This is an optimization exercise on Yosys and OpenROAD, whose aim is small area, a short achievable clock period and few clock cycles, not a production implementation.
No run shown here included a check of the RTL's function; only the layout flow was run.
Power and IR drop assume default switching activity.

==> flow/design.v, too long to show whole: its modules and the start of the top module <==
// module csum_codec: 1244 lines
// module csum_fa: 10 lines
module csum_codec (
    input  wire         clk,
    input  wire         rst,
    input  wire         start,
    input  wire [31:0]  cmd,
    input  wire [7:0]   blen,
    input  wire [623:0] frame,
    output wire         ready,
    output reg          done,
    output wire [7:0]   status,
    output wire [15:0]  value
);
  // ...
==> flow/run.sh <==
#!/bin/bash
# synth_recipe.tcl (not shown) runs the flow's synth.tcl, then flattens the netlist and writes it again
# the make line also repeats each setting of config.mk as NAME=value (left out here)
make -C /OpenROAD-flow-scripts/flow DESIGN_CONFIG=/design/flow/config.mk WORK_HOME=/design/flow/orfs CLKGATE_MAP_FILE= SYNTH_SCRIPT=/design/flow/synth_recipe.tcl finish
==> flow/config.mk <==
export PLATFORM = sky130hd
export DESIGN_NAME = csum_codec
export DESIGN_NICKNAME = csum_codec
export VERILOG_FILES = /design/flow/design.v
export SDC_FILE = /design/flow/constraint.sdc
export NUM_CORES = 4
export LEC_CHECK = 0
export CAP_MARGIN = 20
export CORE_AREA = 10 10 250 250
export DIE_AREA = 0 0 260 260
export SLEW_MARGIN = 20
export SYNTH_HIERARCHICAL = 1
==> flow/constraint.sdc <==
create_clock -name core_clock -period 8.0 [get_ports {clk}]
set_input_delay 1.6000 -clock core_clock [delete_from_list [all_inputs] [get_ports {clk}]]
set_output_delay 1.6000 -clock core_clock [all_outputs]
set_load 0.01 [all_outputs]
==> impl_table.tex, run 1 <==
\begin{tabular}{lr}
\hline
Metric & Value \\
\hline
\multicolumn{2}{l}{\textbf{Finish}} \\
Area Overhead vs Synth & 49.0\% \\
Number of flip-flops and latches & 39 \\
Fillers & 5400 \\
Cell area after layout & between 0.02 and 0.03 mm² \\
Fraction of layout instances using a drive strength above 1 & $\sim$4.4\% \\
Register cell area after layout & about 800 µm² \\
\multicolumn{2}{l}{\textbf{Placed design}} \\
HPWL after detailed placement & roughly 94000 µm \\
Total instance count after detailed placement & slightly above 3000 \\
\multicolumn{2}{l}{\textbf{Global routing}} \\
Routing usage on met1 & roughly 36\% \\
Antenna violations before repair & 19 \\
\multicolumn{2}{l}{\textbf{Die}} \\
Tap cell count & 756 \\
Number of top-level design ports & a little under 700 \\
Chip width & between 200 and 300 µm \\
\multicolumn{2}{l}{\textbf{Clock tree}} \\
Number of H-tree levels & 2 \\
CTS sink count & 39 \\
Post-CTS Setup Bufs & 0 \\
Number of buffers added by the clock tree synthesis step & 5 \\
Cell chosen for the clock root & sky130\_fd\_sc\_hd\_\_clkbuf\_16 \\
\multicolumn{2}{l}{\textbf{Power}} \\
Clk pwr share & under 10\% \\
\multicolumn{2}{l}{\textbf{Worst hold path}} \\
Hold path endpoint & rdy \\
Min-Delay Startpoint & rst \\
\multicolumn{2}{l}{\textbf{Synth}} \\
Number of flops mapped to enable cells by yosys & 0 \\
Most instantiated library cell after synthesis & sky130\_fd\_sc\_hd\_\_fa\_1 \\
Synthesized area divided by synthesized cell count & $\sim$11 µm² \\
Biggest area contributors in the synthesized netlist & sky130\_fd\_sc\_hd\_\_fa\_1, sky130\_fd\_sc\_hd\_\_nand2\_1, sky130\_fd\_sc\_hd\_\_dfxtp\_1 \\
\multicolumn{2}{l}{\textbf{Critical path}} \\
WS Path Type & primary input to register \\
Maximum fanout along the worst path & 8 \\
\multicolumn{2}{l}{\textbf{Routing}} \\
Routed len/inst & 33.1 µm \\
Post-detailed-route DRC marker count & 0 \\
\multicolumn{2}{l}{\textbf{STA}} \\
RSZ-0062 raised after global routing & false \\
Worst Max-Slew Pin Slew & roughly 1.0 ns \\
\multicolumn{2}{l}{\textbf{Run status}} \\
Status & timing/DRC/antenna clean \\
\hline
\end{tabular}
==> run 2: changes to the inputs <==
--- a/flow/design.v
+++ b/flow/design.v
@@ -1144,100 +1144,100 @@
     wire ts540, tc540;
     csum_fa tfa540 (.a(ts475), .b(ts476), .c(tc506), .s(ts540), .co(tc540));
     wire ts541, tc541;
     csum_fa tfa541 (.a(tc507), .b(ts508), .c(ts509), .s(ts541), .co(tc541));
     wire ts542, tc542;
     csum_fa tfa542 (.a(ts478), .b(ts479), .c(tc508), .s(ts542), .co(tc542));
     wire ts543, tc543;
     csum_fa tfa543 (.a(tc509), .b(ts510), .c(ts511), .s(ts543), .co(tc543));
-    wire ts544, tc544;
-    csum_fa tfa544 (.a(tc542), .b(tc543), .c(ts512), .s(ts544), .co(tc544));
-    wire ts545, tc545;
-    csum_fa tfa545 (.a(tc512), .b(tc513), .c(ts514), .s(ts545), .co(tc545));
-    wire ts546, tc546;
-    csum_fa tfa546 (.a(tc514), .b(tc515), .c(ts516), .s(ts546), .co(tc546));
-    wire ts547, tc547;
-    csum_fa tfa547 (.a(tc516), .b(tc517), .c(ts518), .s(ts547), .co(tc547));
-    wire ts548, tc548;
-    csum_fa tfa548 (.a(tc518), .b(tc519), .c(ts520), .s(ts548), .co(tc548));
-    wire ts549, tc549;
-    csum_fa tfa549 (.a(tc520), .b(tc521), .c(ts522), .s(ts549), .co(tc549));
-    wire ts550, tc550;
-    csum_fa tfa550 (.a(tc522), .b(tc523), .c(ts524), .s(ts550), .co(tc550));
-    wire ts551, tc551;
-    csum_fa tfa551 (.a(tc524), .b(tc525), .c(ts526), .s(ts551), .co(tc551));
-    wire ts552, tc552;
-    csum_fa tfa552 (.a(tc526), .b(tc527), .c(ts528), .s(ts552), .co(tc552));
-    wire ts553, tc553;
-    csum_fa tfa553 (.a(tc528), .b(tc529), .c(ts530), .s(ts553), .co(tc553));
-    wire ts554, tc554;
-    csum_fa tfa554 (.a(tc530), .b(tc531), .c(ts532), .s(ts554), .co(tc554));
-    wire ts555, tc555;
-    csum_fa tfa555 (.a(tc532), .b(tc533), .c(ts534), .s(ts555), .co(tc555));
-    wire ts556, tc556;
-    csum_fa tfa556 (.a(tc534), .b(tc535), .c(ts536), .s(ts556), .co(tc556));
-    wire ts557, tc557;
-    csum_fa tfa557 (.a(tc536), .b(tc537), .c(ts538), .s(ts557), .co(tc557));
-    wire ts558, tc558;
-    csum_fa tfa558 (.a(tc538), .b(tc539), .c(ts540), .s(ts558), .co(tc558));
-    wire ts559, tc559;
-    csum_fa tfa559 (.a(tc540), .b(tc541), .c(ts542), .s(ts559), .co(tc559));
-    wire ts560, tc560;
-    csum_fa tfa560 (.a(ts513), .b(tc559), .c(ts544), .s(ts560), .co(tc560));
-    wire ts561, tc561;
-    csum_fa tfa561 (.a(ts515), .b(tc544), .c(ts545), .s(ts561), .co(tc561));
-    wire ts562, tc562;
-    csum_fa tfa562 (.a(ts517), .b(tc545), .c(ts546), .s(ts562), .co(tc562));
-    wire ts563, tc563;
-    csum_fa tfa563 (.a(ts519), .b(tc546), .c(ts547), .s(ts563), .co(tc563));
-    wire ts564, tc564;
-    csum_fa tfa564 (.a(ts521), .b(tc547), .c(ts548), .s(ts564), .co(tc564));
-    wire ts565, tc565;
-    csum_fa tfa565 (.a(ts523), .b(tc548), .c(ts549), .s(ts565), .co(tc565));
-    wire ts566, tc566;
-    csum_fa tfa566 (.a(ts525), .b(tc549), .c(ts550), .s(ts566), .co(tc566));
-    wire ts567, tc567;
-    csum_fa tfa567 (.a(ts527), .b(tc550), .c(ts551), .s(ts567), .co(tc567));
-    wire ts568, tc568;
-    csum_fa tfa568 (.a(ts529), .b(tc551), .c(ts552), .s(ts568), .co(tc568));
-    wire ts569, tc569;
-    csum_fa tfa569 (.a(ts531), .b(tc552), .c(ts553), .s(ts569), .co(tc569));
-    wire ts570, tc570;
-    csum_fa tfa570 (.a(ts533), .b(tc553), .c(ts554), .s(ts570), .co(tc570));
-    wire ts571, tc571;
-    csum_fa tfa571 (.a(ts535), .b(tc554), .c(ts555), .s(ts571), .co(tc571));
-    wire ts572, tc572;
-    csum_fa tfa572 (.a(ts537), .b(tc555), .c(ts556), .s(ts572), .co(tc572));
-    wire ts573, tc573;
-    csum_fa tfa573 (.a(ts539), .b(tc556), .c(ts557), .s(ts573), .co(tc573));
-    wire ts574, tc574;
-    csum_fa tfa574 (.a(ts541), .b(tc557), .c(ts558), .s(ts574), .co(tc574));
-    wire ts575, tc575;
-    csum_fa tfa575 (.a(ts543), .b(tc558), .c(ts559), .s(ts575), .co(tc575));
-    reg [31:0] rq;
+    reg [63:0] rq;
     reg mode_c, mode_v, ff, st_ill, st_inv, rdy;
     always @(posedge clk) begin
-        rq     <= {ts575, tc574, ts574, tc573, ts573, tc572, ts572, tc571, ts571, tc570, ts570, tc569, ts569, tc568, ts568, tc567, ts567, tc566, ts566, tc565, ts565, tc564, ts564, tc563, ts563, tc562, ts562, tc561, ts561, tc560, ts560, tc575};
+        rq     <= {ts543, ts542, tc541, tc540, ts541, ts540, tc539, tc538, ts539, ts538, tc537, tc536, ts537, ts536, tc535, tc534, ts535, ts534, tc533, tc532, ts533, ts532, tc531, tc530, ts531, ts530, tc529, tc528, ts529, ts528, tc527, tc526, ts527, ts526, tc525, tc524, ts525, ts524, tc523, tc522, ts523, ts522, tc521, tc520, ts521, ts520, tc519, tc518, ts519, ts518, tc517, tc516, ts517, ts516, tc515, tc514, ts515, ts514, tc513, tc512, ts513, ts512, tc543, tc542};
         mode_c <= cmd_legal && !frame_bad && !cmd[1];
         mode_v <= cmd_legal && !frame_bad &&  cmd[1];
         ff     <= ff_in;
         st_ill <= !cmd_legal;
         st_inv <= cmd_legal && frame_bad && !cmd[1];
         if (rst) begin
             done <= 1'b0;
             rdy  <= 1'b0;
         end else begin
             done <= start;
             rdy  <= 1'b1;
         end
     end
     assign ready = rdy;
-    wire [15:0] a = {rq[30], rq[28], rq[26], rq[24], rq[22], rq[20], rq[18], rq[16], rq[14], rq[12], rq[10], rq[8], rq[6], rq[4], rq[2], rq[0]};
-    wire [15:0] b = {rq[31], rq[29], rq[27], rq[25], rq[23], rq[21], rq[19], rq[17], rq[15], rq[13], rq[11], rq[9], rq[7], rq[5], rq[3], rq[1]};
+    wire us544, uc544;
+    csum_fa ufa544 (.a(rq[0]), .b(rq[1]), .c(rq[2]), .s(us544), .co(uc544));
+    wire us545, uc545;
+    csum_fa ufa545 (.a(rq[4]), .b(rq[5]), .c(rq[6]), .s(us545), .co(uc545));
+    wire us546, uc546;
+    csum_fa ufa546 (.a(rq[10]), .b(rq[11]), .c(rq[8]), .s(us546), .co(uc546));
+    wire us547, uc547;
+    csum_fa ufa547 (.a(rq[12]), .b(rq[13]), .c(rq[14]), .s(us547), .co(uc547));
+    wire us548, uc548;
+    csum_fa ufa548 (.a(rq[16]), .b(rq[17]), .c(rq[18]), .s(us548), .co(uc548));
+    wire us549, uc549;
+    csum_fa ufa549 (.a(rq[20]), .b(rq[21]), .c(rq[22]), .s(us549), .co(uc549));
+    wire us550, uc550;
+    csum_fa ufa550 (.a(rq[24]), .b(rq[25]), .c(rq[26]), .s(us550), .co(uc550));
+    wire us551, uc551;
+    csum_fa ufa551 (.a(rq[28]), .b(rq[29]), .c(rq[30]), .s(us551), .co(uc551));
+    wire us552, uc552;
+    csum_fa ufa552 (.a(rq[32]), .b(rq[33]), .c(rq[34]), .s(us552), .co(uc552));
+    wire us553, uc553;
+    csum_fa ufa553 (.a(rq[36]), .b(rq[37]), .c(rq[38]), .s(us553), .co(uc553));
+    wire us554, uc554;
+    csum_fa ufa554 (.a(rq[40]), .b(rq[41]), .c(rq[42]), .s(us554), .co(uc554));
+    wire us555, uc555;
+    csum_fa ufa555 (.a(rq[44]), .b(rq[45]), .c(rq[46]), .s(us555), .co(uc555));
+    wire us556, uc556;
+    csum_fa ufa556 (.a(rq[48]), .b(rq[49]), .c(rq[50]), .s(us556), .co(uc556));
+    wire us557, uc557;
+    csum_fa ufa557 (.a(rq[52]), .b(rq[53]), .c(rq[54]), .s(us557), .co(uc557));
+    wire us558, uc558;
+    csum_fa ufa558 (.a(rq[56]), .b(rq[57]), .c(rq[58]), .s(us558), .co(uc558));
+    wire us559, uc559;
+    csum_fa ufa559 (.a(rq[60]), .b(rq[61]), .c(rq[62]), .s(us559), .co(uc559));
+    wire us560, uc560;
+    csum_fa ufa560 (.a(rq[3]), .b(uc559), .c(us544), .s(us560), .co(uc560));
+    wire us561, uc561;
+    csum_fa ufa561 (.a(rq[7]), .b(uc544), .c(us545), .s(us561), .co(uc561));
+    wire us562, uc562;
+    csum_fa ufa562 (.a(rq[9]), .b(uc545), .c(us546), .s(us562), .co(uc562));
+    wire us563, uc563;
+    csum_fa ufa563 (.a(rq[15]), .b(uc546), .c(us547), .s(us563), .co(uc563));
+    wire us564, uc564;
+    csum_fa ufa564 (.a(rq[19]), .b(uc547), .c(us548), .s(us564), .co(uc564));
+    wire us565, uc565;
+    csum_fa ufa565 (.a(rq[23]), .b(uc548), .c(us549), .s(us565), .co(uc565));
+    wire us566, uc566;
+    csum_fa ufa566 (.a(rq[27]), .b(uc549), .c(us550), .s(us566), .co(uc566));
+    wire us567, uc567;
+    csum_fa ufa567 (.a(rq[31]), .b(uc550), .c(us551), .s(us567), .co(uc567));
+    wire us568, uc568;
+    csum_fa ufa568 (.a(rq[35]), .b(uc551), .c(us552), .s(us568), .co(uc568));
+    wire us569, uc569;
+    csum_fa ufa569 (.a(rq[39]), .b(uc552), .c(us553), .s(us569), .co(uc569));
+    wire us570, uc570;
+    csum_fa ufa570 (.a(rq[43]), .b(uc553), .c(us554), .s(us570), .co(uc570));
+    wire us571, uc571;
+    csum_fa ufa571 (.a(rq[47]), .b(uc554), .c(us555), .s(us571), .co(uc571));
+    wire us572, uc572;
+    csum_fa ufa572 (.a(rq[51]), .b(uc555), .c(us556), .s(us572), .co(uc572));
+    wire us573, uc573;
+    csum_fa ufa573 (.a(rq[55]), .b(uc556), .c(us557), .s(us573), .co(uc573));
+    wire us574, uc574;
+    csum_fa ufa574 (.a(rq[59]), .b(uc557), .c(us558), .s(us574), .co(uc574));
+    wire us575, uc575;
+    csum_fa ufa575 (.a(rq[63]), .b(uc558), .c(us559), .s(us575), .co(uc575));
+    wire [15:0] a = {uc574, uc573, uc572, uc571, uc570, uc569, uc568, uc567, uc566, uc565, uc564, uc563, uc562, uc561, uc560, us560};
+    wire [15:0] b = {us575, us574, us573, us572, us571, us570, us569, us568, us567, us566, us565, us564, us563, us562, us561, uc575};
     wire [15:0] A = ~a;
     wire [15:0] B = ~b;
     wire        cy  = ({1'b0, A} + {1'b0, B}) >> 16;
     wire [15:0] sum = A + B + {15'd0, cy};
     wire zero = &rq;
     wire ok   = ff ? zero : (!zero && ((&(A ^ B)) | (&(A & B))));
     assign value  = mode_c ? (zero ? 16'hFFFF : ~sum) : {15'd0, mode_v & ok};
     assign status = {2'b00, st_ill, st_inv, 3'b000, st_inv};
==> impl_table.tex, run 2 <==
\begin{tabular}{lr}
\hline
Metric & Value \\
\hline
\multicolumn{2}{l}{\textbf{Synth}} \\
Area share of the largest cell type after synthesis & 64.9\% (was 67.3\%) \\
Share of the yosys chip area belonging to registers & 7.97\% (was 4.54\%) \\
Number of synthesized register bits & 71 (was 39) \\
Most instantiated library cell after synthesis & sky130\_fd\_sc\_hd\_\_fa\_1 (unchanged) \\
Basic-gate share of the synthesized area counting and, or, nand and nor cells & 16.8\% (was 16.2\%) \\
Biggest area contributors in the synthesized netlist & sky130\_fd\_sc\_hd\_\_fa\_1, sky130\_fd\_sc\_hd\_\_nand2\_1, sky130\_fd\_sc\_hd\_\_dfxtp\_1 (unchanged) \\
Syn Inst Count & 1652 (was 1615) \\
Synthesized cell area & 0.0178 mm² (was 0.0172 mm²) \\
Synth Warn \# & 7 (unchanged) \\
Synthesized area divided by synthesized cell count & 10.8 µm² (was 10.6 µm²) \\
Synth async-reset ratio & 0\% (unchanged) \\
Main combinational cell family by area after synthesis & adder cells (unchanged) \\
Most used standard cells in the synthesized netlist & sky130\_fd\_sc\_hd\_\_fa\_1, sky130\_fd\_sc\_hd\_\_nand2\_1, sky130\_fd\_sc\_hd\_\_dfxtp\_1, sky130\_fd\_sc\_hd\_\_inv\_1, sky130\_fd\_sc\_hd\_\_nand4\_1 (was sky130\_fd\_sc\_hd\_\_fa\_1, sky130\_fd\_sc\_hd\_\_nand2\_1, sky130\_fd\_sc\_hd\_\_inv\_1) \\
Count of unique library cells instantiated by Yosys & 60 (was 59) \\
Number of flops mapped to enable cells by yosys & 0 (unchanged) \\
Share of cell area taken by muxes after synthesis & 0.0631\% (was 0\%) \\
Adder-cell area share of the yosys netlist & 66.8\% (was 70.5\%) \\
Most frequently used flop master after synthesis & sky130\_fd\_sc\_hd\_\_dfxtp\_1 (unchanged) \\
Synthesized-area fraction occupied by ao, oa, aoi and oai cells & 4.83\% (was 5.00\%) \\
Post-synthesis cell type with the largest combined area & sky130\_fd\_sc\_hd\_\_fa\_1 (unchanged) \\
XOR/XNOR Fraction of Synth Area & 0.785\% (was 0.917\%) \\
\multicolumn{2}{l}{\textbf{Global routing}} \\
First-pass GRT wire length & 142000 µm (was 141000 µm) \\
Antenna violations before repair & 15 (was 19) \\
Maximum number of pins on one net before global-route repair & 28 (unchanged) \\
Overall Global Routing Usage & 30.1\% (about the same) \\
Final global-route overflow total & 0 (unchanged) \\
Number of global-route vias before repair & 18800 (about the same) \\
\multicolumn{2}{l}{\textbf{Power}} \\
P\_leak & 10.3 nW (was 10.2 nW) \\
Clk pwr share & 4.1\% (was 2.0\%) \\
Total power consumption of the routed design & 10.7 mW (was 11.7 mW) \\
Combinational share of power & 87.3\% (was 91.9\%) \\
Power per cell area & 408 mW/mm² (was 458 mW/mm²) \\
Worst IR Drop VDD & 0.000422 V (was 0.000549 V) \\
Net load switching power & 5.54 mW (was 5.90 mW) \\
Sw Ratio & 52.0\% (was 50.2\%) \\
Internal cell power & 5.12 mW (was 5.85 mW) \\
Relative contribution of sequential cells to total power & 8.7\% (was 6.1\%) \\
\multicolumn{2}{l}{\textbf{Critical path}} \\
Data required time at the worst endpoint & 6.40 ns (was 8.17 ns) \\
WS Path Type & register to output port (was primary input to register) \\
Cell with the largest stage delay on the worst path & sky130\_fd\_sc\_hd\_\_clkdlybuf4s50\_1 (was sky130\_fd\_sc\_hd\_\_nand2\_1) \\
Critical path capture point type & output port (was register) \\
Largest stage delay on the critical path & 0.57 ns (about the same) \\
Startpoint kind of the worst setup timing path & register (was primary input) \\
Ordered cell list for the critical path & fa\_1 > fa\_1 > inv\_1 > ha\_1 > a21o\_1 > a31oi\_1 > o21ai\_0 > a221oi\_1 > o21ai\_0 > fa\_1 > fa\_1 > a31o\_2 > a21boi\_0 > o21ai\_0 > xor2\_1 > a21boi\_0 > clkdlybuf4s50\_1 (was clkdlybuf4s50\_1 > buf\_4 > ha\_1 > a31oi\_1 > and2\_1 > nand2\_1 > nand2\_1 > fa\_1 > fa\_1 > fa\_1 > fa\_1 > fa\_1 > fa\_1 > fa\_1 > fa\_1) \\
Endpoint arrival time on the critical path & 5.85 ns (was 8.09 ns) \\
Maximum fanout along the worst path & 7 (was 8) \\
Worst path most repeated cell & sky130\_fd\_sc\_hd\_\_fa\_1 (unchanged) \\
\multicolumn{2}{l}{\textbf{Clock tree}} \\
Gates resized, CTS repair & 0 (unchanged) \\
Hold Buf Count CTS & 0 (unchanged) \\
Number of H-tree levels & 3 (was 2) \\
Clock tree from TritonCTS & yes (unchanged) \\
Post-CTS Setup Bufs & 0 (unchanged) \\
CTS sink count & 71 (was 39) \\
Clock edge transition at the registers on the reported setup and hold paths & 0.07 ns (was 0.06 ns) \\
Buffers from clock root to sink, at most & 2 (unchanged) \\
Cell chosen for the clock root & sky130\_fd\_sc\_hd\_\_clkbuf\_16 (unchanged) \\
Number of buffers added by the clock tree synthesis step & 9 (was 5) \\
\multicolumn{2}{l}{\textbf{Routing}} \\
Number of detailed-route iterations in the first pass & 6 (was 5) \\
Number of DRC violations after detailed-routing iteration 0 & 1482 (was 1296) \\
Post-detailed-route DRC marker count & 0 (unchanged) \\
ANT nets after route & 0 (unchanged) \\
Vias per Instance & 5.21 (was 5.09) \\
Wire length after detailed routing & 104000 µm (about the same) \\
Routed len/inst & 33.1 µm (about the same) \\
Vias post-DR & 16300 (was 15900) \\
\multicolumn{2}{l}{\textbf{Finish}} \\
Area Overhead vs Synth & 46.6\% (was 49.0\%) \\
Most common cell after layout, fill and taps aside & sky130\_fd\_sc\_hd\_\_clkdlybuf4s50\_1 (unchanged) \\
Number of flip-flops in the largest register & 64 (was 32) \\
Net total in the final layout & 3627 (was 3641) \\
Most flop-heavy register & rq (unchanged) \\
Commonest cells after routing, fill and taps aside & sky130\_fd\_sc\_hd\_\_clkdlybuf4s50\_1, sky130\_fd\_sc\_hd\_\_fa\_1, sky130\_fd\_sc\_hd\_\_nand2\_1 (unchanged) \\
Fraction of layout instances using a drive strength above 1 & 3.09\% (was 4.42\%) \\
\multicolumn{2}{l}{\textbf{Die}} \\
Total Die Area & 0.0676 mm² (unchanged) \\
Cell Rows & 87 (unchanged) \\
Initial core utilization & 31.5\% (was 30.3\%) \\
Die extent in y & 260 µm (unchanged) \\
Area inside the core boundary & 0.0567 mm² (unchanged) \\
Chip width & 260 µm (unchanged) \\
Number of top-level design ports & 693 (unchanged) \\
\multicolumn{2}{l}{\textbf{STA}} \\
Post-Route Setup TNS & 0 ns (unchanged) \\
Max-slew headroom & 27.3\% (was 29.8\%) \\
Period minus WS final & 7.45 ns (was 7.92 ns) \\
Count of endpoints failing setup in the final report & 0 (unchanged) \\
Post-route worst setup slack & 0.551 ns (was 0.0847 ns) \\
Worst Max-Slew Pin Slew & 1.08 ns (was 1.05 ns) \\
RSZ-0062 raised after global routing & false (unchanged) \\
Peak Freq & 0.134 GHz (was 0.126 GHz) \\
Post-route fraction of the period consumed by the critical path & 93.1\% (was 98.9\%) \\
Number of slew-limit violations in the final report & 0 (unchanged) \\
Final-report hold violation count & 0 (unchanged) \\
\multicolumn{2}{l}{\textbf{Placed design}} \\
Global placer's final weighted congestion & 1.01 (was 0.981) \\
Setup Slack @ Placement & 0.730 ns (was -0.208 ns) \\
Port-buffer cells & 687 (unchanged) \\
HPWL after detailed placement & 93400 µm (was 93900 µm) \\
\multicolumn{2}{l}{\textbf{Worst hold path}} \\
Class of the tightest hold or removal check & primary input to register (unchanged) \\
Hold-critical path depth & 2 (unchanged) \\
\multicolumn{2}{l}{\textbf{Run status}} \\
Status & timing/DRC/antenna clean (unchanged) \\
\multicolumn{2}{l}{\textbf{Job}} \\
Max Cap Violations & 0 (unchanged) \\
\hline
\end{tabular}
[run 2: critical path, delay by kind of cell, from the launching register on]
family                     cells  cell delay [ns]
AOI/OAI and AO/OA              9             2.07
xor gates and xnor gates       1             0.16
adders and majority gates      5             2.19
DFF                            1             0.47
buffers and inverters          2             0.61
[run 2: through the flow]
step / std cells / util, % / hold slack (ns) / instance area (µm²)
floorplan: 1656 / - / 1.66 / 17900
detailed placement: 3098 / 45.5 / 2.18 / 25800
CTS: 3114 / 46.0 / 1.81 / 26100
global placement: 3098 / 45.5 / 2.17 / 25800
global route: 3124 / 46.1 / 1.81 / 26100
finish: 3125 / 46.1 / 1.78 / 26200
[run 2: per-layer routing]
layer	up-vias	track usage, %	wire length [µm]
met3	86	6.85	9260
met5	-	0	49
met2	921	50.7	50400
li1	6632	-	-
met1	8620	39.4	42200
met4	8	5.33	1570
[run 2: kinds of logic after synthesis]
family | count (synthesis)
simple gates | 720
xor+xnor | 16
compound gates | 121
fa+ha+maj | 606
other cells | 1
buf+inv | 116
flops | 71
mux | 1
[run 2: worst paths after layout]
path | endpoint | slack [ns] | startpoint
max | value[10] | 0.55 | rq[29]
min | rdy | 1.78 | rst
[run 2: cell type report]
cell class	count	area [µm²]
Clock buffer	12	267
Inverter	72	270
Sequential cell	71	1420
Fill cell	5306	30600
Tap cell	756	946
Multi-Input combinational cell	1469	16000
Clock inverter	4	51.3
Timing Repair Buffer	731	7210
Antenna cell	10	25.0
[run 2: modules after synthesis, one instance, submodules excluded]
module | flip-flops and latches | area [µm²] | copies in the design
csum_codec | 71 | 6310 | 1
csum_fa | 0 | 20.0 | 576
[run 2: power by group through the flow]
stage	logic (mW)	registers [mW]	clock network, mW
finish	9.30	0.922	0.433
global route	10.4	0.945	0.452
CTS	9.33	0.922	0.438
detailed placement	9.28	0.930	0
global placement	9.09	0.930	0
floorplan	6.23	0.841	0

==> re-timing with driven ports <==
No port has a modelled driver above. Below, the same layouts with a new extraction and two added sets of constraints.
Step 1 assumes that a clkbuf_16 drives the clock port and a buf_2 every other input.
Step 2 also shifts input and output timing later by t, the mid clock arrival at the registers, as if the neighbouring blocks saw the same clock.
Slacks: ideal / step 1 / step 2; pairs: ideal / step 1.
run | shift t [ns] | setup slack, ns | worst setup path after step 2 | latest minus earliest clock arrival (ns) | cell pins on the clock port's net
run 1 | 0.345 | 0.085 / 0.114 / -0.231 | input to register | 0.008 / 0.008 | 1
run 2 | 0.397 | 0.551 / 0.500 / 0.687 | input to register | 0.011 / 0.011 | 1
Met with ideal ports but missed after step 2: setup timing in run 1. The setup slack of run 1, which loses most, moves by +0.029 ns with the drivers and by -0.316 ns with both steps.
